From an optimization exercise on the open Yosys and OpenROAD flow, aimed at small area; shortcuts taken in it are not production practice.
Function was checked by simulation only, so behaviour that the tests miss may differ from the original.
Power is estimated from default activity; no workload was simulated.

Setup of exp/yarrow:
Design vesc_can_codec, start of the top module:
module vesc_can_codec (
    input  wire        clk,
    input  wire        rst,
    input  wire        req_valid,
    output wire        req_ready,
    input  wire [1:0]  req_op,           
    input  wire [15:0] req_node,         
    input  wire [15:0] req_type_id,      
    input  wire [31:0] req_identifier,
    input  wire [7:0]  req_kind,
    input  wire [63:0] req_param,        
    input  wire [63:0] req_vel,          
    input  wire        req_vel_present,
    input  wire        req_store,
    input  wire [3:0]  req_len,
    input  wire [63:0] req_payload,      
    output wire        rsp_valid,
    input  wire        rsp_ready,
    output wire [3:0]  rsp_code,
    output wire [28:0] rsp_identifier,
    output wire [7:0]  rsp_node,
    output wire [7:0]  rsp_type_id,
    output wire [3:0]  rsp_len,
    output wire [63:0] rsp_payload,      
    output wire [31:0] rsp_field0,
    output wire [31:0] rsp_field1,
    output wire [31:0] rsp_field2,
    output wire [31:0] rsp_field3,
    output wire [16:0] rsp_info
);
Size in the first run: about 100 flip-flops, about 11000 sq um of cells after synthesis.
clock: 25.0 ns
lec_check: 0
abc_area: 1
cap_margin: 0
core_margin: 2
core_utilization: 35
slew_margin: 0
standard.sh (not shown) runs the stock make flow with config.mk's settings and CLKGATE_MAP_FILE= SYNTH_SCRIPT=/design/flow/synth_recipe.tcl, a recipe that flattens the netlist after the stock synthesis.
==> flow/flow/run.sh <==
#!/bin/bash
# Standard layout, except that the port buffers are the platform's smallest
# buffer (sky130_fd_sc_hd__buf_1) instead of the one buffer_ports picks.
set -euo pipefail
export BUFFER_PORTS_ARGS="-buffer_cell sky130_fd_sc_hd__buf_1"
bash standard.sh > standard.log 2>&1
diff inputs: exp/yarrow => exp/pepper
- SLEW_MARGIN changed from 0 to 20
- CAP_MARGIN changed from 0 to 20
- CTS_BUF_LIST newly set to sky130_fd_sc_hd__clkbuf_8 sky130_fd_sc_hd__clkbuf_16
### Flow results
The internal power consumption of exp/yarrow and that of exp/pepper are within noise of each other. Diff exp/yarrow..exp/pepper | setup slack | negligible. exp/pepper | status: complete | timing, DRC, antenna: pass. Post-synthesis to final-layout area growth: exp/yarrow vs exp/pepper — no meaningful difference. Routed length on met3, exp/pepper and exp/yarrow: higher on exp/yarrow.
Here is what was changed in the inputs of exp/quartz compared with exp/pepper.
- CORE_UTILIZATION changed from 35 to 40
- CTS_BUF_LIST changed from sky130_fd_sc_hd__clkbuf_8 sky130_fd_sc_hd__clkbuf_16 to sky130_fd_sc_hd__clkbuf_8
- CTS_CLUSTER_DIAMETER newly set to 50
- Number of antenna violations at the first check in global routing: exp/quartz < exp/pepper
- Fmax: exp/quartz vs exp/pepper, no meaningful difference
- Relative to exp/pepper, count of clock buffers in the final design decreased by 1 in exp/quartz.
- Compare exp/pepper and exp/quartz | headroom to the max-slew limit lower: exp/quartz
- Taking exp/pepper as the reference point, the setup slack of the critical path after layout of exp/quartz falls by 0.032 ns.
Here is what was changed in the inputs of exp/indigo compared with exp/quartz.
- CTS_CLUSTER_SIZE newly set to 10
- CTS_CLUSTER_DIAMETER removed (was 50)
- CORE_UTILIZATION changed from 40 to 35
[summary]
exp/indigo — count of non-CTS buffers in the layout about 0.4% higher, exp/quartz as reference. Taking exp/quartz as the reference, in exp/indigo shortest clock period the worst path allows after layout now sits lower; switching fraction of total power now sits higher; number of vias in the routed layout now sits higher; switching power total now sits at about the same level; part of the total power dissipated in combinational logic now sits higher. Final instance area of exp/quartz is on par with exp/indigo. Global-route total usage across every layer, exp/indigo and exp/quartz, lower one = exp/indigo. Final cell count ends up higher on exp/indigo.

vesc_can_codec again, from the RTL that the note above started with.
// vesc_can_codec
module vesc_can_codec (
    input  wire        clk,
    input  wire        rst,
    input  wire        req_valid,
    output wire        req_ready,
    input  wire [1:0]  req_op,           
    input  wire [15:0] req_node,         
    input  wire [15:0] req_type_id,      
    input  wire [31:0] req_identifier,
    input  wire [7:0]  req_kind,
    input  wire [63:0] req_param,        
    input  wire [63:0] req_vel,          
    input  wire        req_vel_present,
    input  wire        req_store,
    input  wire [3:0]  req_len,
    input  wire [63:0] req_payload,      
    output wire        rsp_valid,
    input  wire        rsp_ready,
    output wire [3:0]  rsp_code,
    output wire [28:0] rsp_identifier,
    output wire [7:0]  rsp_node,
    output wire [7:0]  rsp_type_id,
    output wire [3:0]  rsp_len,
    output wire [63:0] rsp_payload,      
    output wire [31:0] rsp_field0,
    output wire [31:0] rsp_field1,
    output wire [31:0] rsp_field2,
    output wire [31:0] rsp_field3,
    output wire [16:0] rsp_info
);
export LEC_CHECK = 0
export CAP_MARGIN = 20
export CORE_MARGIN = 2
export CORE_UTILIZATION = 35
export SLEW_MARGIN = 20
create_clock -name core_clock -period 25.0 [get_ports {clk}]
Scripts as last shown in full above: flow/flow/run.sh
Edit:
ABC_AREA = 1   (was unset)
Effect: Sequential power came out lower by 16%. Combinational power came out higher by 14%. Final area is about the same. Via count came out higher by 5.6%. Sequential share of layout area stays flat. Setup slack improved by 0.092 ns. First-iteration DRC count came out lower by 9.2%. Count of clock-buffer cells in the layout is unchanged. Synthesized area hardly moves.

separate check: timing with driven ports:
How much do the figures lean on ideal ports? The routed layouts below were timed once more, with nothing changed but the port constraints.
Step 1 (the two cells are an assumption about what drives the block):
set clk [get_ports {clk}]
set_driving_cell -lib_cell sky130_fd_sc_hd__clkbuf_16 $clk
set_driving_cell -lib_cell sky130_fd_sc_hd__buf_2 [delete_from_list [all_inputs] $clk]
Step 2, shift: input delay + t, output delay - t, t = (earliest + latest rising clock arrival at the registers) / 2. This alone moves slack from input paths to output paths.
Slacks: ideal ports / drivers / drivers and shift; pairs: ideal ports / drivers.
run	shift t [ns]	setup WS [ns]	clock arrival spread, ns
exp/yarrow	0.411	0.903 / 0.933 / 0.522	0.012 / 0.012
exp/pepper	0.410	0.905 / 0.936 / 0.525	0.012 / 0.013
exp/quartz	0.432	0.873 / 0.887 / 0.455	0.016 / 0.016
exp/indigo	0.450	0.944 / 0.971 / 0.521	0.020 / 0.021
the first run of note 2	0.411	0.813 / 0.838 / 0.427	0.017 / 0.018
the second run of note 2	0.410	0.905 / 0.936 / 0.525	0.012 / 0.013
After both steps every run listed still meets setup and hold. The setup slack of exp/indigo, which loses most, moves by +0.027 ns with the drivers and by -0.423 ns with both steps.
